What follows belongs to an exercise in optimizing a design on an open flow for a short achievable clock period and few clock cycles; a production flow would make more cautious choices.
Only simulation tests tie the RTL to the original design; equivalence was not proved.
Power is estimated from default activity; no workload was simulated.

==> flow/design.v <==
module cie_cpu (
    input  wire        clk,
    input  wire        rst,           
    output wire        mem_req,
    output wire        mem_we,
    output wire [15:0] mem_addr,
    output wire [15:0] mem_wdata,
    input  wire        mem_ready,
    input  wire [15:0] mem_rdata,
    output wire        in_ready,
    input  wire        in_valid,
    input  wire [15:0] in_data,
    output wire        out_valid,
    output wire [15:0] out_data,
    output wire        halted,
    output wire        err,
    output wire [15:0] err_word,
    output wire [15:0] acc,
    output wire [15:0] ix,
    output wire [15:0] pc,
    output wire        flag_e,
    output wire        alu_z,
    output wire        alu_n,
    output wire        alu_c,
    output wire        alu_v
);
    localparam XL  = 0,    
               XR  = 1,    
               XA  = 2,    
               XS  = 3,    
               XC  = 4,    
               XN  = 5,    
               XO  = 6,    
               XE  = 7,    
               XSL = 8,    
               XSR = 9,    
               XM  = 10,   
               XI  = 11,   
               XIN = 12,   
               XF  = 13;   
    localparam NX = 14;
    reg        s_fetch;     
    reg        s_opnd;      
    reg        s_data;      
    reg        s_ind;       
    reg        s_store;     
    reg        s_idx;       
    reg        r_req, r_we, r_halt, r_halt_o, r_err;
    reg [15:0] r_ar, r_pc, r_ir;
    reg [15:0] r_acc, r_ix;
    reg        r_e, r_c, r_v, r_z;
    reg [15:0] r_res;       
    reg [15:0] o_acc, o_ix, o_pc;
    reg [NX-1:0] p_op;
    reg          p_imm, p_mem, p_ind, p_ldx, p_sto, p_jmp, p_jpe, p_jpn;
    reg          xv;
    reg [NX-1:0] x_op;
    reg          x_sub;
    reg [15:0]   x_b;
    reg          x_out;         
    reg          x_inw;         
    wire [15:0] w   = mem_rdata;
    wire        lng = w[15];
    wire [6:0]  bo  = w[14:8];
    reg          d_valid, d_end, d_imm, d_mem, d_ind, d_ldx, d_sto, d_jmp, d_jpe, d_jpn;
    reg          d_reg, d_out, d_sub;
    reg [NX-1:0] d_op;
    reg [15:0]   d_regb;        
    always @(*) begin
        d_valid = 1'b1; d_end = 1'b0; d_imm = 1'b0; d_mem = 1'b0; d_ind = 1'b0;
        d_ldx = 1'b0; d_sto = 1'b0; d_jmp = 1'b0; d_jpe = 1'b0; d_jpn = 1'b0;
        d_reg = 1'b0; d_out = 1'b0; d_sub = 1'b0;
        d_op = {NX{1'b0}}; d_regb = 16'h0001;
        case (bo)
            7'h01: begin d_imm = 1'b1; d_op[XL] = 1'b1; end
            7'h02: begin d_mem = 1'b1; d_op[XL] = 1'b1; end
            7'h03: begin d_mem = 1'b1; d_ind = 1'b1; d_op[XL] = 1'b1; end
            7'h04: begin d_ldx = 1'b1; d_op[XL] = 1'b1; end
            7'h05: begin d_imm = 1'b1; d_op[XR] = 1'b1; end
            7'h06: begin d_reg = 1'b1; d_op[XM] = 1'b1; d_valid = !lng; end
            7'h07: begin d_sto = 1'b1; end
            7'h08: begin d_imm = 1'b1; d_op[XA] = 1'b1; d_op[XF] = 1'b1; end
            7'h09: begin d_mem = 1'b1; d_op[XA] = 1'b1; d_op[XF] = 1'b1; end
            7'h0A: begin d_imm = 1'b1; d_op[XS] = 1'b1; d_op[XF] = 1'b1; d_sub = 1'b1; end
            7'h0B: begin d_mem = 1'b1; d_op[XS] = 1'b1; d_op[XF] = 1'b1; d_sub = 1'b1; end
            7'h0C: begin d_reg = 1'b1; d_op[XA] = 1'b1; d_valid = !lng; end
            7'h0D: begin d_reg = 1'b1; d_op[XI] = 1'b1; d_valid = !lng; end
            7'h0E: begin d_reg = 1'b1; d_op[XA] = 1'b1; d_regb = 16'hFFFF; d_valid = !lng; end
            7'h0F: begin d_reg = 1'b1; d_op[XI] = 1'b1; d_regb = 16'hFFFF; d_valid = !lng; end
            7'h10: begin d_jmp = 1'b1; end
            7'h11: begin d_imm = 1'b1; d_op[XC] = 1'b1; d_op[XF] = 1'b1; d_sub = 1'b1; end
            7'h12: begin d_mem = 1'b1; d_op[XC] = 1'b1; d_op[XF] = 1'b1; d_sub = 1'b1; end
            7'h13: begin d_mem = 1'b1; d_ind = 1'b1; d_op[XC] = 1'b1; d_op[XF] = 1'b1; d_sub = 1'b1; end
            7'h14: begin d_jpe = 1'b1; end
            7'h15: begin d_jpn = 1'b1; end
            7'h16: begin d_imm = 1'b1; d_op[XN] = 1'b1; d_op[XF] = 1'b1; end
            7'h17: begin d_mem = 1'b1; d_op[XN] = 1'b1; d_op[XF] = 1'b1; end
            7'h18: begin d_imm = 1'b1; d_op[XO] = 1'b1; d_op[XF] = 1'b1; end
            7'h19: begin d_mem = 1'b1; d_op[XO] = 1'b1; d_op[XF] = 1'b1; end
            7'h1A: begin d_imm = 1'b1; d_op[XE] = 1'b1; d_op[XF] = 1'b1; end
            7'h1B: begin d_mem = 1'b1; d_op[XE] = 1'b1; d_op[XF] = 1'b1; end
            7'h1C: begin d_imm = 1'b1; d_op[XSL] = 1'b1; d_op[XF] = 1'b1; end
            7'h1D: begin d_imm = 1'b1; d_op[XSR] = 1'b1; d_op[XF] = 1'b1; end
            7'h1E: begin d_reg = 1'b1; d_op[XIN] = 1'b1; d_valid = !lng; end
            7'h1F: begin d_reg = 1'b1; d_out = 1'b1; d_valid = !lng; end
            7'h20: begin d_end = 1'b1; d_valid = !lng; end
            default: d_valid = 1'b0;
        endcase
    end
    wire d_jt = d_jmp | (d_jpe & r_e) | (d_jpn & ~r_e);    
    localparam NE = 16;
    localparam PW = 4;
    reg [NE-1:0] c_v;
    reg [NE-1:0] c_hz;           
    reg [15:0]   c_tag [0:NE-1];
    reg [15:0]   c_dat [0:NE-1];
    reg [PW-1:0] c_ptr;
    reg [15:0]   c_fa;           
    reg [NE-1:0] hit8, hitw, hitr;
    reg [15:0]   dat8, datw;
    integer i;
    always @(*) begin
        dat8 = 16'd0;
        datw = 16'd0;
        for (i = 0; i < NE; i = i + 1) begin
            hit8[i] = c_v[i] & c_hz[i] & (c_tag[i][7:0] == w[7:0]);
            hitw[i] = c_v[i] & (c_tag[i] == w);
            hitr[i] = c_v[i] & (c_tag[i] == c_fa);
            dat8 = dat8 | ({16{hit8[i]}} & c_dat[i]);
            datw = datw | ({16{hitw[i]}} & c_dat[i]);
        end
    end
    wire h8 = |hit8;
    wire hw = |hitw;
    wire hr = |hitr;
    wire [15:0] x_bb  = x_b ^ {16{x_sub}};
    wire [16:0] x_sum = {1'b0, r_acc} + {1'b0, x_bb} + {16'd0, x_sub};
    wire        x_big = |x_b[15:4];
    wire [15:0] x_shl = x_big ? 16'd0 : (r_acc << x_b[3:0]);
    wire [15:0] x_shr = x_big ? 16'd0 : (r_acc >> x_b[3:0]);
    wire        x_go  = xv & ~(x_op[XIN] & ~in_valid);
    wire [15:0] x_res = ({16{x_op[XA] | x_op[XS] | x_op[XC]}} & x_sum[15:0])
                      | ({16{x_op[XN]}}  & (r_acc & x_b))
                      | ({16{x_op[XO]}}  & (r_acc | x_b))
                      | ({16{x_op[XE]}}  & (r_acc ^ x_b))
                      | ({16{x_op[XSL]}} & x_shl)
                      | ({16{x_op[XSR]}} & x_shr);
    wire x_arith = x_op[XA] | x_op[XS] | x_op[XC];
    wire x_cy    = x_arith & (x_sum[16] ^ x_sub);
    wire x_ov    = x_arith & (r_acc[15] == x_bb[15]) & (x_sum[15] != r_acc[15]);
    wire x_eq    = (r_acc == x_b);
    wire x_wacc = x_op[XL] | x_op[XA] | x_op[XS] | x_op[XN] | x_op[XO] | x_op[XE]
                | x_op[XSL] | x_op[XSR] | x_op[XIN];
    wire x_wix  = x_op[XR] | x_op[XM] | x_op[XI];
    wire [15:0] x_accn = ({16{x_op[XL]}}  & x_b)
                       | ({16{x_op[XIN]}} & in_data)
                       | x_res;
    wire [15:0] x_ixn  = x_op[XR] ? x_b : x_op[XM] ? r_acc : (r_ix + x_b);
    wire mem_stall = r_req & ~mem_ready;
    wire in_stall  = xv & x_op[XIN] & ~in_valid;
    wire hz_stall  = s_fetch & xv & ~lng & (d_jpe | d_jpn) & x_op[XC];
    wire adv       = ~r_halt & ~mem_stall & ~in_stall & ~hz_stall;
    wire [15:0] pc1 = r_pc + 16'd1;
    wire [15:0] w8  = {8'd0, w[7:0]};
    wire [15:0] axi = x_b + r_ix;          
    wire f_halt = s_fetch & (~d_valid | d_end);
    wire f_ok   = s_fetch & d_valid & ~d_end;
    wire f_long = f_ok & lng;
    wire f_sh   = f_ok & ~lng;
    wire f_x    = f_sh & (d_imm | d_reg);                   
    wire f_ldx  = f_sh & d_ldx;
    wire f_sto  = f_sh & d_sto;
    wire f_jt   = f_sh & d_jt;
    wire f_jn   = f_sh & (d_jpe | d_jpn) & ~d_jt;
    wire o_jt   = s_opnd & (p_jmp | (p_jpe & r_e) | (p_jpn & ~r_e));   
    wire o_x    = s_opnd & p_imm;
    wire o_ldx  = s_opnd & p_ldx;
    wire o_sto  = s_opnd & p_sto;
    wire o_seq  = s_opnd & ~(p_mem | p_ldx | p_sto) & ~o_jt;   
    wire cu   = (f_sh & d_mem) | (s_opnd & p_mem) | (s_data & p_ind);
    wire hsel = s_fetch ? h8 : hw;
    wire hit  = cu & hsel;
    wire ind1 = s_fetch ? d_ind : (s_opnd & p_ind);           
    wire [15:0] datc = s_fetch ? dat8 : datw;
    wire xv_m    = f_x | o_x | (s_data & ~p_ind) | s_ind;
    wire fetch_m = f_x | (f_sh & (d_jmp | d_jpe | d_jpn)) | o_seq | o_jt |
                   (s_data & ~p_ind) | s_ind | s_store;
    wire data_m  = (f_sh & d_mem) | (s_opnd & p_mem) | s_idx;
    wire ind_m   = s_data & p_ind;
    wire [15:0] ar_m =
          ({16{f_x | f_jn | f_long | o_seq | f_ldx | o_ldx}} & pc1)
        | ({16{(f_sh & d_mem) | f_sto | f_jt}}             & w8)
        | ({16{(s_opnd & (p_mem | p_sto)) | o_jt | (s_data & p_ind)}} & w)
        | ({16{s_idx}}                                     & axi)
        | ({16{(s_data & ~p_ind) | s_ind | s_store}}       & r_pc);
    wire [15:0] ar_h = ind1 ? datc : (s_data ? r_pc : pc1);
    wire        iss     = hit ? ~ind1 : xv_m;
    wire        n_fetch = hit ? ~ind1 : fetch_m;
    wire        n_opnd  = f_long;
    wire        n_data  = ~hit & data_m;
    wire        n_ind   = hit ? ind1 : ind_m;
    wire        n_store = f_sto | o_sto;
    wire        n_idx   = f_ldx | o_ldx;
    wire [15:0] ar_n    = hit ? ar_h : ar_m;
    wire [15:0] pc_n = ~(adv & (s_fetch | s_opnd)) ? r_pc :
                       f_jt ? w8 : o_jt ? w : pc1;
    wire [15:0] b_n =
          ({16{s_fetch & (d_imm | d_ldx)}} & w8)
        | ({16{s_fetch & d_reg}}      & d_regb)
        | ({16{s_fetch & d_mem}}      & dat8)
        | ({16{s_opnd & (p_imm | p_ldx)}} & w)
        | ({16{s_opnd & p_mem}}       & datw)
        | ({16{s_data & p_ind}}       & datw)
        | ({16{(s_data & ~p_ind) | s_ind}} & w);
    wire        c_fill = (s_store | s_data | s_ind) & mem_ready;
    wire [15:0] c_fd   = s_store ? r_acc : w;
    always @(posedge clk)
        if (adv & ~s_store) c_fa <= ar_n;
    always @(posedge clk) begin
        if (rst) begin
            c_v   <= {NE{1'b0}};
            c_ptr <= {PW{1'b0}};
        end else if (c_fill) begin
            if (!hr) c_ptr <= c_ptr + 1'b1;
            for (i = 0; i < NE; i = i + 1)
                if (hr ? hitr[i] : (c_ptr == i)) begin
                    c_v[i]   <= 1'b1;
                    c_hz[i]  <= (c_fa[15:8] == 8'd0);
                    c_tag[i] <= c_fa;
                    c_dat[i] <= c_fd;
                end
        end
    end
    always @(posedge clk) begin
        if (rst) begin
            s_fetch  <= 1'b1;
            s_opnd   <= 1'b0;
            s_data   <= 1'b0;
            s_ind    <= 1'b0;
            s_store  <= 1'b0;
            s_idx    <= 1'b0;
            r_req    <= 1'b1;
            r_we     <= 1'b0;
            r_halt   <= 1'b0;
            r_halt_o <= 1'b0;
            r_err    <= 1'b0;
            r_ar     <= 16'd0;
            r_pc     <= 16'd0;
            r_ir     <= 16'd0;
            r_acc    <= 16'd0;
            r_ix     <= 16'd0;
            o_acc    <= 16'd0;
            o_ix     <= 16'd0;
            o_pc     <= 16'd0;
            r_e      <= 1'b0;
            r_c      <= 1'b0;
            r_v      <= 1'b0;
            r_z      <= 1'b0;
            r_res    <= 16'd1;
            xv       <= 1'b0;
            x_out    <= 1'b0;
            x_inw    <= 1'b0;
            x_op     <= {NX{1'b0}};
            x_sub    <= 1'b0;
            x_b      <= 16'd0;
            p_op     <= {NX{1'b0}};
            p_imm    <= 1'b0;
            p_mem    <= 1'b0;
            p_ind    <= 1'b0;
            p_ldx    <= 1'b0;
            p_sto    <= 1'b0;
            p_jmp    <= 1'b0;
            p_jpe    <= 1'b0;
            p_jpn    <= 1'b0;
        end else begin
            r_halt_o <= r_halt;
            r_z      <= (r_res == 16'd0);
            o_pc     <= pc_n;
            if (x_go) begin
                if (x_wacc) r_acc <= x_accn;
                if (x_wix)  r_ix  <= x_ixn;
                o_acc <= x_wacc ? x_accn : r_acc;
                o_ix  <= x_wix  ? x_ixn  : r_ix;
                if (x_op[XF]) begin
                    r_res <= x_res;
                    r_c   <= x_cy;
                    r_v   <= x_ov;
                end
                if (x_op[XC]) r_e <= x_eq;
                xv    <= 1'b0;
                x_out <= 1'b0;
                x_inw <= 1'b0;
            end
            if (adv) begin
                s_fetch <= n_fetch;
                s_opnd  <= n_opnd;
                s_data  <= n_data;
                s_ind   <= n_ind;
                s_store <= n_store;
                s_idx   <= n_idx;
                r_we    <= n_store;
                r_ar    <= ar_n;
                xv      <= iss;
                x_op    <= s_fetch ? d_op : p_op;
                x_sub   <= s_fetch ? d_sub : p_op[XS] | p_op[XC];
                x_b     <= b_n;
                x_out   <= f_sh & d_out;
                x_inw   <= f_sh & d_op[XIN];
                if (s_fetch | s_opnd)
                    r_pc  <= pc_n;
                if (s_fetch) begin
                    r_ir  <= w;
                    p_op  <= d_op;
                    p_imm <= d_imm;
                    p_mem <= d_mem;
                    p_ind <= d_ind;
                    p_ldx <= d_ldx;
                    p_sto <= d_sto;
                    p_jmp <= d_jmp;
                    p_jpe <= d_jpe;
                    p_jpn <= d_jpn;
                end
                if (f_halt) begin
                    r_halt <= 1'b1;
                    r_err  <= ~d_valid;
                    r_req  <= 1'b0;
                end
            end
        end
    end
    assign mem_req   = r_req;
    assign mem_we    = r_we & ~rst;       
    assign mem_addr  = r_ar;
    assign mem_wdata = o_acc;
    assign in_ready  = x_inw;
    assign out_valid = x_out;
    assign out_data  = o_acc;
    assign halted   = r_halt_o;
    assign err      = r_err;
    assign err_word = r_ir;
    assign acc      = o_acc;
    assign ix       = o_ix;
    assign pc       = o_pc;
    assign flag_e   = r_e;
    assign alu_z    = r_z;
    assign alu_n    = r_res[15];
    assign alu_c    = r_c;
    assign alu_v    = r_v;
endmodule
==> flow/run.sh <==
#!/bin/bash
# synth_recipe.tcl (not shown) runs the flow's synth.tcl, then flattens the netlist and writes it again
# the make line also repeats each setting of config.mk as NAME=value (left out here)
make -C /OpenROAD-flow-scripts/flow DESIGN_CONFIG=/design/flow/config.mk WORK_HOME=/design/flow/orfs CLKGATE_MAP_FILE= SYNTH_SCRIPT=/design/flow/synth_recipe.tcl finish
==> flow/config.mk <==
export PLATFORM = sky130hd
export DESIGN_NAME = cie_cpu
export DESIGN_NICKNAME = cie_cpu
export VERILOG_FILES = /design/flow/design.v
export SDC_FILE = /design/flow/constraint.sdc
export NUM_CORES = 4
export LEC_CHECK = 0
export CAP_MARGIN = 20
export CORE_MARGIN = 2
export CORE_UTILIZATION = 35
export SETUP_SLACK_MARGIN = 3.5
export SLEW_MARGIN = 20
export TNS_END_PERCENT = 100
==> flow/constraint.sdc <==
create_clock -name core_clock -period 7.0 [get_ports {clk}]
set_input_delay 1.4000 -clock core_clock [delete_from_list [all_inputs] [get_ports {clk}]]
set_output_delay 1.4000 -clock core_clock [all_outputs]
set_load 0.01 [all_outputs]
==> impl_results.md, run 1 <==
- Largest net degree at the start of global routing: 67
- CP arrival: between 4 and 5 ns
- Clk buf depth: 3
- Crit Path Class: in -> reg
- Syn Inst Count: between 3000 and 4000
- Num rows: ~130
- CTS tree: done
- Via count of the routed design: 35800
- Mean post-synth cell area: between 10 and 15 µm²
- Fin crit share: a little over half
- Startpoint Class: primary input
- Global-route usage over all layers: between 20% and 30%
- Crit path cell chain: buf_12, buf_12, xnor2_4, nand2_2, nor3_4, buf_4, nand3_1, nand4_1, nor4_1, a211o_1, mux2i_2, nand2_1, a21oi_2
- Post-synth EDFFs: between 500 and 600
- Die area: approximately 120000 µm²
- CTS root buffer: clkbuf_16
- Asr flop ratio synth: 0%
- Die H: approximately 350 µm
- Lkg Pwr: roughly 17 nW
- # hold bufs at CTS: 0
- First-pass GRT wire length: 248000 µm
- Fin Clk Skew: about 0.044 ns
- Grt met1 use: 39.1%
- Wirelength per Cell: 30.9 µm
- Design Area, Final: roughly 50000 µm²
- Critical Path Source: mem_rdata[5]
- DRC viols: 0
- Req. time, crit path: 7.53 ns
- Slowest cell delay on critical path: approximately 0.96 ns
- Total grt overflow: 0
- Clock latency at the later pin of the worst-skew pair: 0.70 ns
- Placement Setup Slack: approximately 1.6 ns
- YS warnings: 3
- Fill count: 10900
- Setup TNS: 0 ns
- DP Area: ~44000 µm²
- Final RePlAce weighted congestion: roughly 1.0
- Share of post-route cells with drive strength above 1: 18.3%
- CTS Sinks: about 730
- Starting DRT DRC Count: between 5000 and 6000
- GRT met3 Usage: 7.02%
- Die Wd: ~350 µm
- Critical-path top delay cell: nor4_1
- Area Overhead vs Synth: 24.5%
- Final WS setup: 3.35 ns
- Max FO, Critical Path: 16
- Core area: approximately 120000 µm²
- Port-buffer cells: roughly 160
- Register area: 20100 µm²
- Drt via density: 6.20
- Synth Net Count: ~4000
- H-tree level count: 3
- Post-synthesis sequential area ratio: about half
- Max-cap violations: 0
- Power Density: about 230 nW/µm²
- CTS Buf Count: 86
- Post-synthesis cell type count: 102
- Most common cell after layout, fill and taps aside: edfxtp_1
- Slew margin rel.: between 20% and 30%
- #FFs+latches synth: 732
- Final #Nets: 4287
- Unrepaired setup endpoints after global routing: true
- I/O Pins: approximately 160
- Drt total wl: around 180000 µm
- Cell mode on critical path: buf_12
- Hold_ws: around 0.45 ns
- Routed Antenna Nets: 0
- Outcome: complete, no violations
- Worst Tran Pin Value: approximately 1.2 ns
- Mapped Area: 40800 µm²
- Most frequent cells in the layout: edfxtp_1, xnor2_1, nand2_1
- Worst Min Path Start: r_ir[10]
- Final hold violations: 0
- Post-DP HPWL: approximately 120000 µm
- Cell count after placement: between 5000 and 6000
- Vias in the first global route: about 33000
- Reg clk slew, reported paths: approximately 0.060 ns
- Pins over their slew limit: 0
- Initial antenna violation count: 4
- Met2 usage: a little over two fifths
- Final setup viols: 0
- Multi-input gate area: 20500 µm²
- Worst VDD drop: around 0.2 mV
- Non-filler cells, final: ~5800
- Tmin final: approximately 3.6 ns
- Starting Density: a little over a third
- Critical Path Sink Type: flop
- Achievable frequency: between 200 and 300 MHz
- Top_reg_cell synth: edfxtp_1
- 1st-pass router iterations: 6
- R2r startpoint: c_fa[3]
- Busiest grt layer: met2
- HP Class: reg -> reg
[registers in the layout, summed over array words and instances, names as in the netlist, 4 cells and up]
signal,cells
r_acc,16
c_hz,16
c_fa,16
r_pc,16
r_ar,16
x_b,16
c_dat,256
c_ptr,4
p_op,14
o_pc,16
r_res,16
r_ix,16
c_v,16
r_ir,16
c_tag,256
[synthesized netlist by cell type (all sizes together), types with 27 or more instances]
cell type    n  area, µm²
o21ai      142        718
xnor2      379       3320
ha          68        851
buf        143        993
nand2      306       1150
edfxtp     544      16300
nor2       240        928
nor3        95        566
clkbuf     134        504
or4         28        218
a22o        59        517
a221oi      93        815
a211oi      37        305
dfxtp      188       3760
a21oi      190        955
inv         76        285
nand4      136        857
and2        41        259
mux2i       45        450
nor4        95        601
a31oi       27        169
nand3      263       1320
a22oi       62        465
xor2       198       1730
[area by class of cell]
class                      instances  share of cell area (%)
clock buffer                     107                    4.51
antenna                            2                 0.00985
sequential                       732                    39.6
tap                             1524                    3.75
timing repair buffer             453                    9.84
clock inverter                    53                    1.29
multi-input combinational       2831                    40.4
inverter                          77                   0.569
[final timing paths]
check	endpoint	slack, ns	depth (start not counted)
worst min-delay path	r_ir[10]	0.45	2
worst min register to register	r_ir[10]	0.45	2
worst max register to register	c_tag[2][10]	3.51	14
worst max-delay path	r_ar[15]	3.35	13
[power breakdown]
part           switching, mW  internal (mW)
Clock                   1.98           2.76
Combinational           1.23          0.690
Sequential             0.106           4.81
[worst max-delay path: cells and delay by family]
kind	cells	cell delay, ns
buffers and inverters	3	0.48
XOR/XNOR	1	0.17
AO/OA/AOI/OAI	2	0.35
AND/OR/NAND/NOR	6	1.60
multiplexers	1	0.09
[logic make-up after synthesis]
kind of cell | share of synthesized area (%)
compound gates | 13.5
simple gates | 16.3
buf+inv | 4.38
xor+xnor | 12.4
fa+ha+maj | 2.18
flops | 49.2
mux | 2.03
[through the flow]
stage               util, %  power (mW)
finish                 43.8        11.6
global route           43.8        11.9
CTS                    42.3        11.5
detailed placement     38.0        6.60
global placement       38.0        6.58
floorplan                 -        5.97
[repair_timing]
item                       4_1_cts  5_1_grt
setup endpoints to repair      734      613
pin swaps                       27       55
gates cloned                    14        7
gates resized for setup        219      169
setup buffers                   83       95
[routing by layer]
layer | vias to the layer above | share of wire (%) | wire (µm)
met5 | - | 0.0073 | 13
met4 | 2 | 5.3 | 9400
met3 | 520 | 12 | 21000
met2 | 2555 | 42 | 75700
met1 | 17600 | 40 | 72100
li1 | 15100 | - | -
Testbench counts, summed over its fixed seeds: cycles 119,151.
==> run 2, diff against run 1 <==
--- a/flow/design.v
+++ b/flow/design.v
@@ -59,9 +59,18 @@
     reg [15:0]   x_b;
     reg          x_out;         
     reg          x_inw;         
+    localparam NI = 32;
+    localparam IB = 5;
+    reg [NI-1:0] ic_v;
+    reg [15-IB:0] ic_tag [0:NI-1];
+    reg [15:0]   ic_d   [0:NI-1];
+    reg [15:0]   q0, q1;
+    reg          q0v, q1v;
+    reg [3:0]    bad;            
     wire [15:0] w   = mem_rdata;
-    wire        lng = w[15];
-    wire [6:0]  bo  = w[14:8];
+    wire [15:0] w0  = s_store ? q0 : mem_rdata;
+    wire        lng = w0[15];
+    wire [6:0]  bo  = w0[14:8];
     reg          d_valid, d_end, d_imm, d_mem, d_ind, d_ldx, d_sto, d_jmp, d_jpe, d_jpn;
     reg          d_reg, d_out, d_sub;
     reg [NX-1:0] d_op;
@@ -107,7 +116,8 @@
             default: d_valid = 1'b0;
         endcase
     end
-    wire d_jt = d_jmp | (d_jpe & r_e) | (d_jpn & ~r_e);    
+    wire e_fwd;
+    wire d_jt = d_jmp | (d_jpe & e_fwd) | (d_jpn & ~e_fwd);    
     localparam NE = 16;
     localparam PW = 4;
     reg [NE-1:0] c_v;
@@ -116,22 +126,30 @@
     reg [15:0]   c_dat [0:NE-1];
     reg [PW-1:0] c_ptr;
     reg [15:0]   c_fa;           
-    reg [NE-1:0] hit8, hitw, hitr;
-    reg [15:0]   dat8, datw;
+    reg [NE-1:0] hit8, hitw, hitq, hitr, smask;
+    reg [15:0]   dat8, datw, datq;
     integer i;
+    always @(*)
+        for (i = 0; i < NE; i = i + 1) begin
+            hitr[i]  = c_v[i] & (c_tag[i] == c_fa);
+            smask[i] = s_store & hitr[i];
+        end
     always @(*) begin
         dat8 = 16'd0;
         datw = 16'd0;
+        datq = 16'd0;
         for (i = 0; i < NE; i = i + 1) begin
-            hit8[i] = c_v[i] & c_hz[i] & (c_tag[i][7:0] == w[7:0]);
+            hit8[i] = c_v[i] & c_hz[i] & ~smask[i] & (c_tag[i][7:0] == w0[7:0]);
+            hitq[i] = c_v[i] & ~smask[i] & (c_tag[i] == q1);
+            datq = datq | ({16{hitq[i]}} & c_dat[i]);
             hitw[i] = c_v[i] & (c_tag[i] == w);
-            hitr[i] = c_v[i] & (c_tag[i] == c_fa);
             dat8 = dat8 | ({16{hit8[i]}} & c_dat[i]);
             datw = datw | ({16{hitw[i]}} & c_dat[i]);
         end
     end
     wire h8 = |hit8;
     wire hw = |hitw;
+    wire hq = |hitq;
     wire hr = |hitr;
     wire [15:0] x_bb  = x_b ^ {16{x_sub}};
     wire [16:0] x_sum = {1'b0, r_acc} + {1'b0, x_bb} + {16'd0, x_sub};
@@ -149,6 +167,7 @@
     wire x_cy    = x_arith & (x_sum[16] ^ x_sub);
     wire x_ov    = x_arith & (r_acc[15] == x_bb[15]) & (x_sum[15] != r_acc[15]);
     wire x_eq    = (r_acc == x_b);
+    assign e_fwd = (xv & x_op[XC]) ? x_eq : r_e;         
     wire x_wacc = x_op[XL] | x_op[XA] | x_op[XS] | x_op[XN] | x_op[XO] | x_op[XE]
                 | x_op[XSL] | x_op[XSR] | x_op[XIN];
     wire x_wix  = x_op[XR] | x_op[XM] | x_op[XI];
@@ -158,64 +177,141 @@
     wire [15:0] x_ixn  = x_op[XR] ? x_b : x_op[XM] ? r_acc : (r_ix + x_b);
     wire mem_stall = r_req & ~mem_ready;
     wire in_stall  = xv & x_op[XIN] & ~in_valid;
-    wire hz_stall  = s_fetch & xv & ~lng & (d_jpe | d_jpn) & x_op[XC];
-    wire adv       = ~r_halt & ~mem_stall & ~in_stall & ~hz_stall;
+    wire adv       = ~r_halt & ~mem_stall & ~in_stall;
     wire [15:0] pc1 = r_pc + 16'd1;
-    wire [15:0] w8  = {8'd0, w[7:0]};
+    wire [15:0] pc2 = r_pc + 16'd2;
+    wire [15:0] pc3 = r_pc + 16'd3;
+    wire [15:0] w8  = {8'd0, w0[7:0]};
     wire [15:0] axi = x_b + r_ix;          
-    wire f_halt = s_fetch & (~d_valid | d_end);
-    wire f_ok   = s_fetch & d_valid & ~d_end;
-    wire f_long = f_ok & lng;
+    wire [15:0] pc4 = r_pc + 16'd4;
+    wire [15:0] pc5 = r_pc + 16'd5;
+    wire q0ok = q0v & ~bad[0];             
+    wire q1ok = q1v & ~(s_store & bad[1]);
+    wire sf   = s_fetch | s_store;
+    wire dq   = s_store & q0ok;
+    wire dec  = s_fetch | dq;
+    wire f_halt = dec & (~d_valid | d_end);
+    wire f_ok   = dec & d_valid & ~d_end;
     wire f_sh   = f_ok & ~lng;
+    wire f_l1   = f_ok & lng & q1ok;                        
+    wire f_lm   = f_ok & lng & ~q1ok;                       
+    wire f_any  = f_sh | f_l1;
+    wire d_jj   = d_jmp | d_jpe | d_jpn;
     wire f_x    = f_sh & (d_imm | d_reg);                   
     wire f_ldx  = f_sh & d_ldx;
-    wire f_sto  = f_sh & d_sto;
     wire f_jt   = f_sh & d_jt;
     wire f_jn   = f_sh & (d_jpe | d_jpn) & ~d_jt;
+    wire l_jt   = f_l1 & d_jt;
+    wire l_seq  = f_l1 & (d_imm | d_ldx | ((d_jpe | d_jpn) & ~d_jt));   
     wire o_jt   = s_opnd & (p_jmp | (p_jpe & r_e) | (p_jpn & ~r_e));   
     wire o_x    = s_opnd & p_imm;
     wire o_ldx  = s_opnd & p_ldx;
     wire o_sto  = s_opnd & p_sto;
     wire o_seq  = s_opnd & ~(p_mem | p_ldx | p_sto) & ~o_jt;   
-    wire cu   = (f_sh & d_mem) | (s_opnd & p_mem) | (s_data & p_ind);
-    wire hsel = s_fetch ? h8 : hw;
-    wire hit  = cu & hsel;
-    wire ind1 = s_fetch ? d_ind : (s_opnd & p_ind);           
-    wire [15:0] datc = s_fetch ? dat8 : datw;
-    wire xv_m    = f_x | o_x | (s_data & ~p_ind) | s_ind;
-    wire fetch_m = f_x | (f_sh & (d_jmp | d_jpe | d_jpn)) | o_seq | o_jt |
-                   (s_data & ~p_ind) | s_ind | s_store;
-    wire data_m  = (f_sh & d_mem) | (s_opnd & p_mem) | s_idx;
+    wire cu    = (f_any & d_mem) | (s_opnd & p_mem) | (s_data & p_ind);
+    wire hsel  = sf ? (lng ? hq : h8) : hw;
+    wire hit   = cu & hsel;
+    wire ind1  = sf ? d_ind : (s_opnd & p_ind);            
+    wire [15:0] datc = sf ? (lng ? datq : dat8) : datw;
+    wire xv_m    = f_x | (f_l1 & d_imm) | o_x | (s_data & ~p_ind) | s_ind;
+    wire fetch_m = f_x | (f_sh & d_jj) | (f_l1 & (d_imm | d_jj)) | o_seq | o_jt |
+                   (s_data & ~p_ind) | s_ind | (s_store & ~dq);
+    wire data_m  = (f_any & d_mem) | (s_opnd & p_mem) | s_idx;
     wire ind_m   = s_data & p_ind;
     wire [15:0] ar_m =
-          ({16{f_x | f_jn | f_long | o_seq | f_ldx | o_ldx}} & pc1)
-        | ({16{(f_sh & d_mem) | f_sto | f_jt}}             & w8)
+          ({16{f_x | f_jn | f_lm | o_seq | f_ldx | o_ldx}} & pc1)
+        | ({16{l_seq}}                                     & pc2)
+        | ({16{(f_sh & (d_mem | d_sto)) | f_jt}}           & w8)
+        | ({16{(f_l1 & (d_mem | d_sto)) | l_jt}}           & q1)
         | ({16{(s_opnd & (p_mem | p_sto)) | o_jt | (s_data & p_ind)}} & w)
         | ({16{s_idx}}                                     & axi)
-        | ({16{(s_data & ~p_ind) | s_ind | s_store}}       & r_pc);
-    wire [15:0] ar_h = ind1 ? datc : (s_data ? r_pc : pc1);
+        | ({16{(s_data & ~p_ind) | s_ind | (s_store & ~dq)}} & r_pc);
+    wire [15:0] ar_h = ind1 ? datc : (s_data ? r_pc : ((sf & lng) ? pc2 : pc1));
     wire        iss     = hit ? ~ind1 : xv_m;
     wire        n_fetch = hit ? ~ind1 : fetch_m;
-    wire        n_opnd  = f_long;
+    wire        n_opnd  = f_lm;
     wire        n_data  = ~hit & data_m;
     wire        n_ind   = hit ? ind1 : ind_m;
-    wire        n_store = f_sto | o_sto;
-    wire        n_idx   = f_ldx | o_ldx;
+    wire        n_store = (f_any & d_sto) | o_sto;
+    wire        n_idx   = (f_any & d_ldx) | o_ldx;
     wire [15:0] ar_n    = hit ? ar_h : ar_m;
-    wire [15:0] pc_n = ~(adv & (s_fetch | s_opnd)) ? r_pc :
-                       f_jt ? w8 : o_jt ? w : pc1;
+    wire k2    = adv & f_l1 & ~d_jt;
+    wire k1    = adv & ((dec & ~f_l1 & ~f_jt) | (s_opnd & ~o_jt));
+    wire taken = adv & (f_jt | l_jt | o_jt);
+    wire [15:0] pc_n = k2 ? pc2 : k1 ? pc1 : ~taken ? r_pc :
+                       f_jt ? w8 : l_jt ? q1 : w;
+    wire [15:0] ia1 = pc1, ia2 = pc2, ia3 = pc3;
+    wire [15:0] ir1 = ic_d[ia1[IB-1:0]],
+                ir2 = ic_d[ia2[IB-1:0]], ir3 = ic_d[ia3[IB-1:0]];
+    wire ih1 = ic_v[ia1[IB-1:0]] & (ic_tag[ia1[IB-1:0]] == ia1[15:IB]);
+    wire ih2 = ic_v[ia2[IB-1:0]] & (ic_tag[ia2[IB-1:0]] == ia2[15:IB]);
+    wire ih3 = ic_v[ia3[IB-1:0]] & (ic_tag[ia3[IB-1:0]] == ia3[15:IB]);
+    wire st_done = s_store & mem_ready;
+    wire iv1 = ih1 & ~(st_done & bad[1]);
+    wire iv2 = ih2 & ~(st_done & bad[2]);
+    wire iv3 = ih3 & ~(st_done & bad[3]);
+    wire        q_mv  = adv & (dec | s_opnd);
+    wire [15:0] q0_n  = f_l1 ? ir2 : ir1;
+    wire [15:0] q1_n  = f_l1 ? ir3 : ir2;
+    wire        q0v_n = ~taken & (f_l1 ? iv2 : iv1);
+    wire        q1v_n = ~taken & (f_l1 ? iv3 : iv2);
+    wire [3:0] bad_n =
+          (f_sh & d_sto) ? {w8 == pc4, w8 == pc3, w8 == pc2, w8 == pc1} :
+          (f_l1 & d_sto) ? {q1 == pc5, q1 == pc4, q1 == pc3, q1 == pc2} :
+                           {w == pc4,  w == pc3,  w == pc2,  w == pc1};
     wire [15:0] b_n =
-          ({16{s_fetch & (d_imm | d_ldx)}} & w8)
-        | ({16{s_fetch & d_reg}}      & d_regb)
-        | ({16{s_fetch & d_mem}}      & dat8)
+          ({16{sf & ~lng & (d_imm | d_ldx)}} & w8)
+        | ({16{sf & d_reg}}           & d_regb)
+        | ({16{sf & ~lng & d_mem}}    & dat8)
+        | ({16{sf & lng & (d_imm | d_ldx)}} & q1)
+        | ({16{sf & lng & d_mem}}     & datq)
         | ({16{s_opnd & (p_imm | p_ldx)}} & w)
         | ({16{s_opnd & p_mem}}       & datw)
         | ({16{s_data & p_ind}}       & datw)
         | ({16{(s_data & ~p_ind) | s_ind}} & w);
+    wire [IB-1:0] fi = c_fa[IB-1:0];
+    reg  fa_ok;                            
+    wire ic_fill = (s_fetch | s_opnd) & mem_ready & fa_ok;
+    reg  [NI-1:0] ic_wt;                   
+    integer e;
+    always @(*)
+        for (e = 0; e < NI; e = e + 1)
+            ic_wt[e] = ic_v[e] & (ic_tag[e] == c_fa[15:IB]) & (fi == e);
+    always @(posedge clk) begin
+        if (rst) begin
+            ic_v <= {NI{1'b0}};
+            fa_ok <= 1'b0;
+            q0v  <= 1'b0;
+            q1v  <= 1'b0;
+        end else begin
+            if (ic_fill) begin
+                ic_v[fi]   <= 1'b1;
+                ic_tag[fi] <= c_fa[15:IB];
+                ic_d[fi]   <= w;
+            end
+            for (e = 0; e < NI; e = e + 1)
+                if (st_done & ic_wt[e])
+                    ic_d[e] <= r_acc;
+            if (q_mv) begin
+                q0v <= q0v_n;
+                q1v <= q1v_n;
+            end else if (st_done) begin
+                q0v <= q0v & ~bad[0];
+                q1v <= q1v & ~bad[1];
+            end
+            if (adv) fa_ok <= 1'b1;
+        end
+        if (q_mv) begin
+            q0 <= q0_n;
+            q1 <= q1_n;
+        end
+        if (adv & n_store)
+            bad <= bad_n;
+    end
     wire        c_fill = (s_store | s_data | s_ind) & mem_ready;
     wire [15:0] c_fd   = s_store ? r_acc : w;
     always @(posedge clk)
-        if (adv & ~s_store) c_fa <= ar_n;
+        if (adv) c_fa <= ar_n;
     always @(posedge clk) begin
         if (rst) begin
             c_v   <= {NE{1'b0}};
@@ -301,15 +397,15 @@
                 r_we    <= n_store;
                 r_ar    <= ar_n;
                 xv      <= iss;
-                x_op    <= s_fetch ? d_op : p_op;
-                x_sub   <= s_fetch ? d_sub : p_op[XS] | p_op[XC];
+                x_op    <= sf ? d_op : p_op;
+                x_sub   <= sf ? d_sub : p_op[XS] | p_op[XC];
                 x_b     <= b_n;
                 x_out   <= f_sh & d_out;
                 x_inw   <= f_sh & d_op[XIN];
-                if (s_fetch | s_opnd)
-                    r_pc  <= pc_n;
-                if (s_fetch) begin
-                    r_ir  <= w;
+                r_pc <= pc_n;
+                if (dec)
+                    r_ir  <= w0;
+                if (sf) begin
                     p_op  <= d_op;
                     p_imm <= d_imm;
                     p_mem <= d_mem;
==> run 2 against run 1 <==
Against the previous run:
- still clean on timing, DRC and antenna
- clock skew is 0.091 ns higher
- area after synthesis grew to 2.7 times the previous value
- final area grew to 2.8 times the previous value
- non-clock buffer count is 987 higher
- largest cell class unchanged
==> impl_results.md, run 2 <==
- CP arrival: around 4.8 ns
- Vias in the first global route: 92400
- Max-cap violations: 0
- CTS Buf Count: between 150 and 200
- Yosys top cell by area: edfxtp_1
- Tmin final: around 4.1 ns
- Cells on worst reg2reg path: 14
- Die area: around 320000 µm²
- Top cells by area, synth: edfxtp_1, mux4_2, xnor2_1, xor2_1, dfxtp_1
- Unrepaired setup endpoints after global routing: true
- Critical Path Sink Type: flop
- Asr flop ratio synth: 0%
- Outcome: complete, no violations
- Most frequent cells in the layout: edfxtp_1, xnor2_1, mux4_2
- Drt via density: 6.95
- Synth Net Count: ~9500
- Power Density: about 250 nW/µm²
- Startpoint Class: flop
- Syn Inst Count: 9360
- Final RePlAce weighted congestion: between 1 and 1.5
- Wirelength per Cell: about 42 µm
- Main combinational cell family by area after synthesis: multiplexers
- Total grt overflow: 0
- Synth Area in Adders: less than 1%
- CTS Sinks: 1667
- Fill count: between 20000 and 30000
- DRC viols: 0
- Multiplexer area fraction after synthesis: around a fifth
- Area Overhead vs Synth: 29.2%
- 1st-pass router iterations: 14
- First-pass GRT wire length: 795000 µm
- Final WS setup: 2.94 ns
- #FFs+latches synth: 1667
- Worst Hold Path Cells: 1
- Slew margin rel.: around 28%
- Drt total wl: 604000 µm
- DP Area: between 100000 and 150000 µm²
- Starting DRT DRC Count: 18400
- Num rows: between 200 and 250
- Placement Setup Slack: approximately 1.2 ns
- Non-filler cells, final: 14500
- # hold bufs at CTS: 0
- Global-route usage over all layers: ~36%
- Flip-flop count of the largest register after layout: a little over 500
- Fin crit share: approximately three fifths
- Starting Density: 35.1%
- Post-Synth Simple-Gate Area: 10.4%
- Mean post-synth cell area: 11.9 µm²
- H-tree level count: 4
- Via count of the routed design: slightly above 100k
- Post-synthesis sequential area ratio: a little over two fifths
- Yosys top cell area share: around 39%
- Largest regs: ic_d x512, ic_tag x352
- Routed Antenna Nets: 0
- Core area: 317000 µm²
- Fin Clk Skew: between 0.1 and 0.15 ns
- Pins over their slew limit: 0
- Share of post-route cells with drive strength above 1: roughly a third
- Achievable frequency: approximately 250 MHz
- Port-buffer cells: roughly 160
- Die H: between 500 and 600 µm
- Crit Path Class: reg -> reg
- Top post-synthesis cells by count: edfxtp_1, xnor2_1, mux4_2
- Clock latency at the later pin of the worst-skew pair: around 0.98 ns
- Die Wd: 568 µm
- Post-synthesis cell type count: roughly 130
- Post-DP HPWL: between 300000 and 400000 µm
- CTS root buffer: clkbuf_16
- Xor/xnor cell area share of the yosys netlist: 12.1%
- CTS tree: done
- Worst VDD drop: between 0.2 and 0.25 mV
- Clk buf depth: 4
- Final hold violations: 0
- Setup TNS: 0 ns
- Worst Tran Pin Value: ~1.1 ns
- Req. time, crit path: just under 8 ns
- Initial antenna violation count: ~60
- Count leader, synth: edfxtp_1
- Design Area, Final: 144000 µm²
- Slowest cell delay on critical path: roughly 0.55 ns
- YS warnings: 3
- Reg clk slew, reported paths: 0.07 ns
- Critical-path top delay cell: or4_4
- Post-synthesis compound-gate area fraction: 10.3%
- Max FO, Critical Path: 7
- Final #Nets: ~10000
- Register with the most flip-flops: ic_d
- HP Class: reg -> reg
- Most common cell after layout, fill and taps aside: edfxtp_1
- Lkg Pwr: 48.7 nW
- Cell count after placement: about 13000
- I/O Pins: between 150 and 200
- Crit path cell chain: buf_12, buf_16, xnor2_2, nand4_1, or4_4, o211a_4, buf_12, a22o_1, a221oi_2, and3_1, nand4_1, o21a_1, a211oi_4, a211oi_1
- Final setup viols: 0
- Mapped Area: ~110000 µm²
- Post-synth EDFFs: 1444
- Top_reg_cell synth: edfxtp_1
- Largest net degree at the start of global routing: 98
## run 2: cell count changes in the layout (fill, tap and decap cells not counted), moves of 79 or more
| cell | before | now |
|---|---|---|
| edfxtp_1 | 544 | 1444 |
| mux4_2 | 5 | 843 |
| xnor2_1 | 364 | 912 |
| buf_4 | 198 | 686 |
| nand2_1 | 295 | 768 |
| o21ai_0 | 133 | 586 |
| xor2_1 | 195 | 565 |
| buf_12 | 47 | 243 |
| clkbuf_16 | 94 | 240 |
| buf_6 | 34 | 167 |
| a22oi_1 | 61 | 168 |
| nand3_1 | 257 | 170 |
| buf_16 | 11 | 90 |
## run 2: power by group
part	internal, mW	total (mW)	switching, mW
registers	11.2	11.5	0.366
clock network	6.22	10.9	4.69
logic	5.93	14.0	8.03
total	23.3	36.4	13.1
## run 2: routing by layer
layer	global-route usage, %	wire length (µm)	share of wire (%)	up-vias
met5	0	603	0.10	-
met4	25.5	57900	9.6	54
met3	14.9	103000	17	2632
met2	48.7	237000	39	9987
met1	44.6	205000	34	50400
li1	-	-	-	37800
## run 2: cells by family (layout without fill, tap and decap cells)
group / Yosys count / after routing
adders and majority gates: 82 / 82
xor gates and xnor gates: 1541 / 1541
buffers and inverters: 1011 / 1931
DFF: 1667 / 1667
muxes: 1053 / 1053
other: 0 / 31
AOI/OAI and AO/OA: 1725 / 1741
and+or+nand+nor: 2281 / 2287
## run 2: area by class of cell
cell class	instances	area [µm²]	share of cell area (%)
Antenna cell	31	77.6	0.0540
Clock buffer	248	5360	3.73
Clock inverter	118	1260	0.877
Inverter	123	536	0.373
Multi-Input combinational cell	6704	64900	45.1
Sequential cell	1667	47900	33.4
Tap cell	4180	5230	3.64
Timing Repair Buffer	1440	18500	12.8
Timing Repair inverter	2	10.0	0.00696
## run 2: what timing repair did
item                                    in CTS  in global routing
resized for setup                         1069                505
cloned                                     104                 46
endpoints found under the setup margin    2085               1069
pin swaps                                  257                199
buffers inserted                           498                212
## run 2: path summary, 6_finish.rpt
check | from | slack [ns] | end
worst min-delay path | r_res[14] | 0.43 | r_z
worst max register to register | c_fa[9] | 2.94 | x_b[3]
worst min register to register | r_res[14] | 0.43 | r_z
worst max-delay path | c_fa[9] | 2.94 | x_b[3]
## run 2: metrics by stage
stage	util [%]	hold slack, ns	power [mW]
finish	45.3	0.430	36.4
global placement	37.6	0.410	22.1
detailed placement	37.6	0.418	22.2
global route	45.3	0.446	36.8
CTS	43.6	0.429	34.7
floorplan	-	0.391	18.5
## run 2: worst max-delay path: cells and delay by family (launching register included)
kind | cells | cell delay, ns
AOI/OAI and AO/OA | 6 | 1.35
xor gates and xnor gates | 1 | 0.18
buffers and inverters | 3 | 0.52
DFF | 1 | 0.41
and+or+nand+nor | 4 | 1.36
Testbench counts of run 2, summed over its fixed seeds: cycles 94,983.
==> run 3, diff against run 2 <==
--- a/flow/design.v
+++ b/flow/design.v
@@ -45,12 +45,14 @@
     reg        s_ind;       
     reg        s_store;     
     reg        s_idx;       
+    reg        s_storen;    
     reg        r_req, r_we, r_halt, r_halt_o, r_err;
     reg [15:0] r_ar, r_pc, r_ir;
     reg [15:0] r_acc, r_ix;
     reg        r_e, r_c, r_v, r_z;
     reg [15:0] r_res;       
-    reg [15:0] o_acc, o_ix, o_pc;
+    reg [15:0] o_ix, o_pc;
+    reg [15:0] o_accn, e_accn;
     reg [NX-1:0] p_op;
     reg          p_imm, p_mem, p_ind, p_ldx, p_sto, p_jmp, p_jpe, p_jpn;
     reg          xv;
@@ -65,10 +67,11 @@
     reg [15-IB:0] ic_tag [0:NI-1];
     reg [15:0]   ic_d   [0:NI-1];
     reg [15:0]   q0, q1;
+    reg [15:0]   q1n;            
     reg          q0v, q1v;
     reg [3:0]    bad;            
     wire [15:0] w   = mem_rdata;
-    wire [15:0] w0  = s_store ? q0 : mem_rdata;
+    wire [15:0] w0  = s_storen ? mem_rdata : q0;
     wire        lng = w0[15];
     wire [6:0]  bo  = w0[14:8];
     reg          d_valid, d_end, d_imm, d_mem, d_ind, d_ldx, d_sto, d_jmp, d_jpe, d_jpn;
@@ -126,21 +129,19 @@
     reg [15:0]   c_dat [0:NE-1];
     reg [PW-1:0] c_ptr;
     reg [15:0]   c_fa;           
-    reg [NE-1:0] hit8, hitw, hitq, hitr, smask;
+    reg [NE-1:0] hit8, hitw, hitq, hitr;
     reg [15:0]   dat8, datw, datq;
     integer i;
     always @(*)
-        for (i = 0; i < NE; i = i + 1) begin
-            hitr[i]  = c_v[i] & (c_tag[i] == c_fa);
-            smask[i] = s_store & hitr[i];
-        end
+        for (i = 0; i < NE; i = i + 1)
+            hitr[i] = c_v[i] & (c_tag[i] == c_fa);
     always @(*) begin
         dat8 = 16'd0;
         datw = 16'd0;
         datq = 16'd0;
         for (i = 0; i < NE; i = i + 1) begin
-            hit8[i] = c_v[i] & c_hz[i] & ~smask[i] & (c_tag[i][7:0] == w0[7:0]);
-            hitq[i] = c_v[i] & ~smask[i] & (c_tag[i] == q1);
+            hit8[i] = c_v[i] & c_hz[i] & (c_tag[i][7:0] == w0[7:0]);
+            hitq[i] = c_v[i] & ((c_tag[i] ^ q1n) == 16'hFFFF);
             datq = datq | ({16{hitq[i]}} & c_dat[i]);
             hitw[i] = c_v[i] & (c_tag[i] == w);
             dat8 = dat8 | ({16{hit8[i]}} & c_dat[i]);
@@ -150,13 +151,12 @@
     wire h8 = |hit8;
     wire hw = |hitw;
     wire hq = |hitq;
-    wire hr = |hitr;
     wire [15:0] x_bb  = x_b ^ {16{x_sub}};
     wire [16:0] x_sum = {1'b0, r_acc} + {1'b0, x_bb} + {16'd0, x_sub};
     wire        x_big = |x_b[15:4];
     wire [15:0] x_shl = x_big ? 16'd0 : (r_acc << x_b[3:0]);
     wire [15:0] x_shr = x_big ? 16'd0 : (r_acc >> x_b[3:0]);
-    wire        x_go  = xv & ~(x_op[XIN] & ~in_valid);
+    wire        x_go  = xv & ~(x_inw & ~in_valid);
     wire [15:0] x_res = ({16{x_op[XA] | x_op[XS] | x_op[XC]}} & x_sum[15:0])
                       | ({16{x_op[XN]}}  & (r_acc & x_b))
                       | ({16{x_op[XO]}}  & (r_acc | x_b))
@@ -166,7 +166,7 @@
     wire x_arith = x_op[XA] | x_op[XS] | x_op[XC];
     wire x_cy    = x_arith & (x_sum[16] ^ x_sub);
     wire x_ov    = x_arith & (r_acc[15] == x_bb[15]) & (x_sum[15] != r_acc[15]);
-    wire x_eq    = (r_acc == x_b);
+    wire x_eq    = &(e_accn ^ x_b);        
     assign e_fwd = (xv & x_op[XC]) ? x_eq : r_e;         
     wire x_wacc = x_op[XL] | x_op[XA] | x_op[XS] | x_op[XN] | x_op[XO] | x_op[XE]
                 | x_op[XSL] | x_op[XSR] | x_op[XIN];
@@ -176,7 +176,7 @@
                        | x_res;
     wire [15:0] x_ixn  = x_op[XR] ? x_b : x_op[XM] ? r_acc : (r_ix + x_b);
     wire mem_stall = r_req & ~mem_ready;
-    wire in_stall  = xv & x_op[XIN] & ~in_valid;
+    wire in_stall  = x_inw & ~in_valid;    
     wire adv       = ~r_halt & ~mem_stall & ~in_stall;
     wire [15:0] pc1 = r_pc + 16'd1;
     wire [15:0] pc2 = r_pc + 16'd2;
@@ -210,7 +210,8 @@
     wire o_seq  = s_opnd & ~(p_mem | p_ldx | p_sto) & ~o_jt;   
     wire cu    = (f_any & d_mem) | (s_opnd & p_mem) | (s_data & p_ind);
     wire hsel  = sf ? (lng ? hq : h8) : hw;
-    wire hit   = cu & hsel;
+    wire s_key = s_store & (lng ? (q1[3:0] == c_fa[3:0]) : (w0[3:0] == c_fa[3:0]));
+    wire hit   = cu & hsel & ~s_key;
     wire ind1  = sf ? d_ind : (s_opnd & p_ind);            
     wire [15:0] datc = sf ? (lng ? datq : dat8) : datw;
     wire xv_m    = f_x | (f_l1 & d_imm) | o_x | (s_data & ~p_ind) | s_ind;
@@ -255,6 +256,10 @@
     wire [15:0] q1_n  = f_l1 ? ir3 : ir2;
     wire        q0v_n = ~taken & (f_l1 ? iv2 : iv1);
     wire        q1v_n = ~taken & (f_l1 ? iv3 : iv2);
+    wire [15:0] tq  = q1 + 16'd1;
+    wire [15:0] irt = ic_d[tq[IB-1:0]];
+    wire        ivt = ic_v[tq[IB-1:0]] & (ic_tag[tq[IB-1:0]] == tq[15:IB]) &
+                      ~(st_done & (c_fa == tq));
     wire [3:0] bad_n =
           (f_sh & d_sto) ? {w8 == pc4, w8 == pc3, w8 == pc2, w8 == pc1} :
           (f_l1 & d_sto) ? {q1 == pc5, q1 == pc4, q1 == pc3, q1 == pc2} :
@@ -294,7 +299,7 @@
                     ic_d[e] <= r_acc;
             if (q_mv) begin
                 q0v <= q0v_n;
-                q1v <= q1v_n;
+                q1v <= l_jt ? ivt : q1v_n;
             end else if (st_done) begin
                 q0v <= q0v & ~bad[0];
                 q1v <= q1v & ~bad[1];
@@ -303,7 +308,8 @@
         end
         if (q_mv) begin
             q0 <= q0_n;
-            q1 <= q1_n;
+            q1  <= l_jt ? irt : q1_n;
+            q1n <= ~(l_jt ? irt : q1_n);
         end
         if (adv & n_store)
             bad <= bad_n;
@@ -317,9 +323,12 @@
             c_v   <= {NE{1'b0}};
             c_ptr <= {PW{1'b0}};
         end else if (c_fill) begin
-            if (!hr) c_ptr <= c_ptr + 1'b1;
+            c_ptr <= c_ptr + 1'b1;
+            for (i = 0; i < NE; i = i + 1)
+                if (hitr[i] & (c_ptr != i))
+                    c_v[i] <= 1'b0;
             for (i = 0; i < NE; i = i + 1)
-                if (hr ? hitr[i] : (c_ptr == i)) begin
+                if (c_ptr == i) begin
                     c_v[i]   <= 1'b1;
                     c_hz[i]  <= (c_fa[15:8] == 8'd0);
                     c_tag[i] <= c_fa;
@@ -335,6 +344,7 @@
             s_ind    <= 1'b0;
             s_store  <= 1'b0;
             s_idx    <= 1'b0;
+            s_storen <= 1'b1;
             r_req    <= 1'b1;
             r_we     <= 1'b0;
             r_halt   <= 1'b0;
@@ -345,7 +355,8 @@
             r_ir     <= 16'd0;
             r_acc    <= 16'd0;
             r_ix     <= 16'd0;
-            o_acc    <= 16'd0;
+            o_accn   <= 16'hFFFF;
+            e_accn   <= 16'hFFFF;
             o_ix     <= 16'd0;
             o_pc     <= 16'd0;
             r_e      <= 1'b0;
@@ -375,7 +386,8 @@
             if (x_go) begin
                 if (x_wacc) r_acc <= x_accn;
                 if (x_wix)  r_ix  <= x_ixn;
-                o_acc <= x_wacc ? x_accn : r_acc;
+                o_accn <= ~(x_wacc ? x_accn : r_acc);
+                if (x_wacc) e_accn <= ~x_accn;
                 o_ix  <= x_wix  ? x_ixn  : r_ix;
                 if (x_op[XF]) begin
                     r_res <= x_res;
@@ -394,6 +406,7 @@
                 s_ind   <= n_ind;
                 s_store <= n_store;
                 s_idx   <= n_idx;
+                s_storen <= ~n_store;
                 r_we    <= n_store;
                 r_ar    <= ar_n;
                 xv      <= iss;
@@ -427,14 +440,14 @@
     assign mem_req   = r_req;
     assign mem_we    = r_we & ~rst;       
     assign mem_addr  = r_ar;
-    assign mem_wdata = o_acc;
+    assign mem_wdata = ~o_accn;
     assign in_ready  = x_inw;
     assign out_valid = x_out;
-    assign out_data  = o_acc;
+    assign out_data  = ~o_accn;
     assign halted   = r_halt_o;
     assign err      = r_err;
     assign err_word = r_ir;
-    assign acc      = o_acc;
+    assign acc      = ~o_accn;
     assign ix       = o_ix;
     assign pc       = o_pc;
     assign flag_e   = r_e;
==> run 3 against run 2 <==
Against the previous run:
- largest cell class unchanged
- die area rose by 7.8%
- sequential power increased by 3%
- wire length grew 2.3%
- highest routed layer unchanged
- hold slack gained 0.0053 ns
- combinational power increased by 4%
==> impl_results.md, run 3 <==
- First-pass GRT wire length: between 800000 and 900000 µm
- Yosys top cell by area: edfxtp_1
- Crit path cell chain: clkinvlp_4, ha_4, buf_12, buf_4, buf_12, mux4_2, mux4_2, mux2i_1, xnor2_1, nand4_1, nor4_1, o21ai_0, a211oi_2
- Pins over their slew limit: 0
- Switching Fraction: between 30% and 40%
- Routed Antenna Nets: 0
- Worst Hold Path Cells: 1
- Lkg Pwr: 48.7 nW
- Clock latency at the later pin of the worst-skew pair: 1.00 ns
- Global-route usage over all layers: about 34%
- Non-filler cells, final: 15300
- Max-cap violations: 0
- Worst Tran Pin Value: ~1.2 ns
- Final setup viols: 0
- Via count of the routed design: 106000
- Mean post-synth cell area: between 10 and 15 µm²
- Wl on met1: slightly above 200000 µm
- Startpoint Class: flop
- P_int: ~23 mW
- Design Area, Final: between 100000 and 150000 µm²
- Net Sw Power: 13.7 mW
- Critical Path Sink Type: flop
- Final #Nets: 10600
- R2R Setup Slk: between 2 and 3 ns
- Worst VDD drop: between 0.2 and 0.3 mV
- CTS Buf Count: 199
- DRC viols: 0
- Final RePlAce weighted congestion: between 1 and 1.5
- Top cells by area, synth: edfxtp_1, mux4_2, xnor2_1, xor2_1, dfxtp_1
- Final hold violations: 0
- Reg clk slew, reported paths: around 0.06 ns
- Metal3 WL: just under 100000 µm
- Yosys top cell area share: between 30% and 40%
- Cells on worst reg2reg path: 13
- WL met2: about 250000 µm
- Share of post-route cells with drive strength above 1: a little under a third
- Cell count after placement: between 10000 and 15000
- Post-DP HPWL: 390000 µm
- Slew margin rel.: between 20 and 25%
- I/O Pins: roughly 160
- Mapped Area: 120000 µm²
- Outcome: complete, no violations
- Setup TNS: 0 ns
- CP arrival: 4.97 ns
- Num rows: 215
- Core area: around 340000 µm²
- Critical-path top delay cell: mux2i_1
- Syn Inst Count: slightly above 10000
- Reg power frac: approximately a third
- Max FO, Critical Path: 14
- Drt total wl: 618000 µm
- Post-synthesis cell type count: between 100 and 150
- Starting Density: 35.1%
- Die Wd: 590 µm
- Count leader, synth: edfxtp_1
- Register with the most flip-flops: ic_d
- Power Density: 252 nW/µm²
- Tmin final: 4.09 ns
- Clk buf depth: 4
- Largest net degree at the start of global routing: approximately 100
- CTS tree: done
- HP Class: reg -> reg
- Post-synth EDFFs: approximately 1500
- Initial antenna violation count: 33
- Drt via density: roughly 7
- CTS Sinks: approximately 1700
- 1st-pass router iterations: 10
- Slowest cell delay on critical path: roughly 0.6 ns
- Largest regs: ic_d x512, ic_tag x352
- Fin Clk Skew: approximately 0.093 ns
- H-tree level count: 4
- Comb pwr share: 39.1%
- Asr flop ratio synth: 0%
- Fill count: between 30000 and 40000
- Total grt overflow: 0
- Area Overhead vs Synth: 22.9%
- Starting DRT DRC Count: roughly 19000
- Synth Net Count: 10200
- DP Area: around 130000 µm²
- Clock share of power: 28.9%
- CTS root buffer: clkbuf_16
- Achievable frequency: roughly 240 MHz
- Flip-flop count of the largest register after layout: 512
- Top post-synthesis cells by count: edfxtp_1, mux4_2, xnor2_1
- #FFs+latches synth: about 1700
- Die H: ~590 µm
- Port-buffer cells: about 160
- Unrepaired setup endpoints after global routing: true
- Top sig layer: met5
- Wirelength per Cell: 40.5 µm
- YS warnings: 3
- Vias in the first global route: between 90000 and 100k
- Post-synthesis sequential area ratio: a little over 40%
- Top_reg_cell synth: edfxtp_1
- Most frequent cells in the layout: edfxtp_1, mux4_2, xnor2_1
- Req. time, crit path: between 7 and 8 ns
- Die area: ~350000 µm²
- Crit Path Class: reg -> reg
- Fin crit share: 58.5%
- Most common cell after layout, fill and taps aside: edfxtp_1
-- run 3: cell types whose count changed in the layout (fill, tap and decap cells not counted), moves of 33 or more --
| cell | before | now |
|---|---|---|
| mux2i_1 | 66 | 99 |
| a22o_1 | 100 | 182 |
| nor4_1 | 130 | 62 |
| a22oi_1 | 168 | 73 |
| nand4_1 | 205 | 311 |
| dfxtp_1 | 168 | 229 |
| buf_4 | 686 | 626 |
| a221oi_1 | 78 | 144 |
| mux2_2 | 95 | 56 |
| buf_12 | 243 | 163 |
| nand2_1 | 768 | 921 |
| mux4_2 | 843 | 1121 |
| buf_16 | 90 | 57 |
-- run 3: per-stage QoR --
stage	setup slack [ns]	power, mW	util, %	hold slack (ns)
6_report	2.91	37.1	43.1	0.436
5_1_grt	2.95	37.6	43.1	0.445
4_1_cts	3.07	36.0	41.9	0.433
3_5_place_dp	1.16	24.0	37.5	0.427
3_3_place_gp	1.25	23.9	37.5	0.426
2_1_floorplan	2.88	19.8	-	0.398
-- run 3: layer usage --
metal	vias to the layer above	track usage (%)
met4	24	26.0
met5	-	0.178
met2	10600	47.9
li1	40100	-
met3	2798	13.1
met1	52700	41.4
-- run 3: cell families (layout without fill, tap and decap cells) --
family                   after synthesis  count (layout)  share of synthesized area, %
other                                  0              37                             0
AO/OA/AOI/OAI                       1759            1762                          9.76
flip-flops                          1716            1716                          40.8
multiplexers                        1331            1331                          22.9
buffers and inverters               1139            1708                          3.90
AND/OR/NAND/NOR                     2471            2480                          10.1
XOR/XNOR                            1594            1594                          11.7
adder cells (fa/ha/maj)               83              83                         0.878
-- run 3: cell type report --
| type | count | area, µm² | area share (%) |
|---|---|---|---|
| multi-input cells | 7250 | 71200 | 48.3 |
| flip-flops and latches | 1716 | 49000 | 33.2 |
| repair buffers | 1215 | 14600 | 9.87 |
| well taps | 4557 | 5700 | 3.87 |
| clock buffers | 234 | 5270 | 3.58 |
| clock inverters | 120 | 1120 | 0.762 |
| inverters | 139 | 541 | 0.367 |
| diodes | 37 | 92.6 | 0.0628 |
-- run 3: final timing paths --
kind / from / end
max: r_pc[1] / q1v
min: r_res[14] / r_z
max reg2reg: r_pc[1] / q1v
min reg2reg: r_res[14] / r_z
-- run 3: power by group through the flow --
stage	sequential [mW]	combinational [mW]	clock [mW]
after floorplan	12.0	7.80	0
after global placement	12.3	11.6	0
after detailed placement	12.3	11.7	0
after CTS	11.9	13.4	10.7
after global routing	11.9	14.6	11.1
final	11.9	14.5	10.7
-- run 3: what timing repair did --
item | 4_1_cts | 5_1_grt
setup endpoints to repair | 2070 | 753
gates resized for setup | 767 | 448
hold buffers | 0 | 0
gates cloned | 54 | 24
buffers inserted | 359 | 176
pin swaps | 131 | 171
-- run 3: critical path: cells and delay by family (launching register included) --
| kind | cells | cell delay, ns |
|---|---|---|
| DFF | 1 | 0.44 |
| muxes | 3 | 1.55 |
| and+or+nand+nor | 2 | 0.42 |
| AOI/OAI and AO/OA | 2 | 0.40 |
| adders and majority gates | 1 | 0.31 |
| xor gates and xnor gates | 1 | 0.19 |
| buffers and inverters | 4 | 0.67 |
Testbench counts of run 3, summed over its fixed seeds: cycles 94,970.
==> run 4, diff against run 3 <==
==> flow/flow/run.sh (new file) <==
#!/bin/bash
# Layout flow: the standard flow, with the port buffers inserted as
# sky130_fd_sc_hd__buf_4 cells instead of the resizer's default choice.
set -euo pipefail
cd "$(dirname "$0")/.."
bash standard.sh synth > flow_synth.log 2>&1
BUFFER_PORTS_ARGS="-buffer_cell sky130_fd_sc_hd__buf_4" \
  bash standard.sh "BUFFER_PORTS_ARGS=-buffer_cell sky130_fd_sc_hd__buf_4" finish > flow_layout.log 2>&1
==> flow/standard.sh (new file) <==
#!/bin/bash
# synth_recipe.tcl (not shown) runs the flow's synth.tcl, then flattens the netlist and writes it again
# the make line also repeats each setting of config.mk as NAME=value (left out here)
make -C /OpenROAD-flow-scripts/flow DESIGN_CONFIG=/design/flow/config.mk WORK_HOME=/design/flow/orfs CLKGATE_MAP_FILE= SYNTH_SCRIPT=/design/flow/synth_recipe.tcl "${@:-finish}"
removed: flow/run.sh
==> run 4 against run 3 <==
Against the previous run:
- register-to-register slack got worse by 0.16 ns
- sequential share of layout area about the same
- final area about the same
- die area unchanged
- total power increased by 1.9%
==> impl_results.md, run 4 <==
- Outcome: complete, no violations
- Most frequent cells in the layout: edfxtp_1, mux4_2, xnor2_1
- Die Wd: between 500 and 600 µm
- Reg clk slew, reported paths: 0.07 ns
- Drt total wl: between 600000 and 700000 µm
- Top_reg_cell synth: edfxtp_1
- Largest net degree at the start of global routing: 97
- Pins over their slew limit: 0
- Slew margin rel.: 20.5%
- Share of post-route cells with drive strength above 1: between 30 and 40%
- Count leader, synth: edfxtp_1
- Tmin final: between 4 and 5 ns
- Core area: about 340000 µm²
- Critical Path Sink Type: flop
- Final #Nets: about 11000
- Mapped Area: about 120000 µm²
- Hold_ws: between 0.4 and 0.5 ns
- Fin Clk Skew: between 0.07 and 0.08 ns
- Num rows: 215
- DRC viols: 0
- Register area: roughly 49000 µm²
- 1st-pass router iterations: 8
- CTS Sinks: 1716
- Post-synth EDFFs: 1460
- Starting DRT DRC Count: ~20000
- Multi-input gate area: 70800 µm²
- Total grt overflow: 0
- YS warnings: 3
- Non-filler cells, final: 15300
- Routed Antenna Nets: 0
- Worst VDD drop: about 0.24 mV
- Wirelength per Cell: 41.6 µm
- Fill count: 31200
- Die H: ~590 µm
- Port-buffer cells: 158
- DP Area: 128000 µm²
- R2R Setup Slk: between 2 and 3 ns
- I/O Pins: 159
- Achievable frequency: approximately 240 MHz
- Yosys top cell by area: edfxtp_1
- First-pass GRT wire length: between 800000 and 900000 µm
- Lkg Pwr: ~49 nW
- Largest regs: ic_d x512, ic_tag x352
- Startpoint Class: flop
- Crit Path Class: reg -> reg
- Via count of the routed design: 107000
- Top cells by area, synth: edfxtp_1, mux4_2, xnor2_1, xor2_1, dfxtp_1
- Fin crit share: a little over 60%
- Clk buf depth: 4
- Mean post-synth cell area: between 10 and 15 µm²
- Max-cap violations: 0
- Unrepaired setup endpoints after global routing: true
- Post-DP HPWL: 396000 µm
- Worst Tran Pin Value: 1.18 ns
- CTS root buffer: clkbuf_16
- Final RePlAce weighted congestion: around 1.1
- Initial antenna violation count: 40
- Flip-flop count of the largest register after layout: between 500 and 600
- #FFs+latches synth: 1716
- Most common cell after layout, fill and taps aside: edfxtp_1
- Vias in the first global route: roughly 100k
- Power Density: 257 nW/µm²
- Global-route usage over all layers: between 30% and 40%
- HP Class: reg -> reg
- CTS tree: done
- Top post-synthesis cells by count: edfxtp_1, mux4_2, xnor2_1
- Final setup viols: 0
- Synth Net Count: between 10000 and 15000
- Cell count after placement: ~14000
- CP arrival: between 4 and 5 ns
- CTS Buf Count: roughly 200
[run 4: cell counts after synthesis]
Identical to the previous run, type by type.
[run 4: metrics by stage]
step / power (mW) / setup slack (ns)
after CTS: 36.7 / 2.92
after global routing: 38.2 / 2.74
after detailed placement: 24.1 / 1.22
final: 37.8 / 2.75
after global placement: 24.0 / 1.14
after floorplan: 19.8 / 2.88
[run 4: where the power goes]
group | total, mW | leakage (nW) | switching [mW] | internal, mW
clock | 11.2 | 3.25 | 4.92 | 6.26
sequential | 11.9 | 15.3 | 0.385 | 11.5
combinational | 14.8 | 30.4 | 8.71 | 6.04
total | 37.8 | 49.0 | 14.0 | 23.8
[run 4: worst paths after layout]
check,start,cells after the start,end
setup / recovery,r_pc[4],13,c_fa[14]
hold / removal,r_res[14],1,r_z
hold reg to reg,r_res[14],1,r_z
setup reg to reg,r_pc[4],13,c_fa[14]
[run 4: repair_timing]
action	CTS	global route
setup endpoints to repair	1241	648
resized for setup	843	339
setup buffers	391	122
pin swaps	156	141
cloned	64	17
[run 4: metal layers]
metal | up-vias | track usage, % | share of wire (%)
met5 | - | 0.287 | 0.048
met3 | 3018 | 14.5 | 16
met4 | 32 | 27.0 | 10
met1 | 53000 | 42.9 | 33
met2 | 10700 | 49.4 | 40
li1 | 40100 | - | -
[run 4: cell families after synthesis]
| kind of cell | after synthesis | synth area share (%) |
|---|---|---|
| AND/OR/NAND/NOR | 2471 | 10.1 |
| AO/OA/AOI/OAI | 1759 | 9.76 |
| flip-flops | 1716 | 40.8 |
| XOR/XNOR | 1594 | 11.7 |
| multiplexers | 1331 | 22.9 |
| buffers and inverters | 1139 | 3.90 |
| adder cells (fa/ha/maj) | 83 | 0.878 |
[run 4: final cells by class]
type | instances | area share [%]
repair buffers | 1209 | 9.80
clock buffers | 243 | 3.66
well taps | 4557 | 3.87
diodes | 31 | 0.0526
flip-flops and latches | 1716 | 33.3
clock inverters | 123 | 0.909
inverters | 139 | 0.372
multi-input cells | 7245 | 48.1
[run 4: critical path: stages (launching register included)]
cell,delay [ns]
dfxtp_2,0.77
buf_4,0.29
and3_2,0.36
nand4_1,0.26
or2_2,0.39
xnor2_1,0.13
buf_4,0.21
mux2i_2,0.54
o21ai_1,0.31
nand2_1,0.15
o21ai_0,0.09
a31oi_1,0.25
mux2i_1,0.13
buf_4,0.15

Setup slack of run 4, layout unchanged: 2.751 ns with ideal ports, 2.751 ns with driving cells assumed (clock clkbuf_16, inputs buf_2), 1.798 ns with port delays also shifted by the 1.042 ns mid clock arrival.
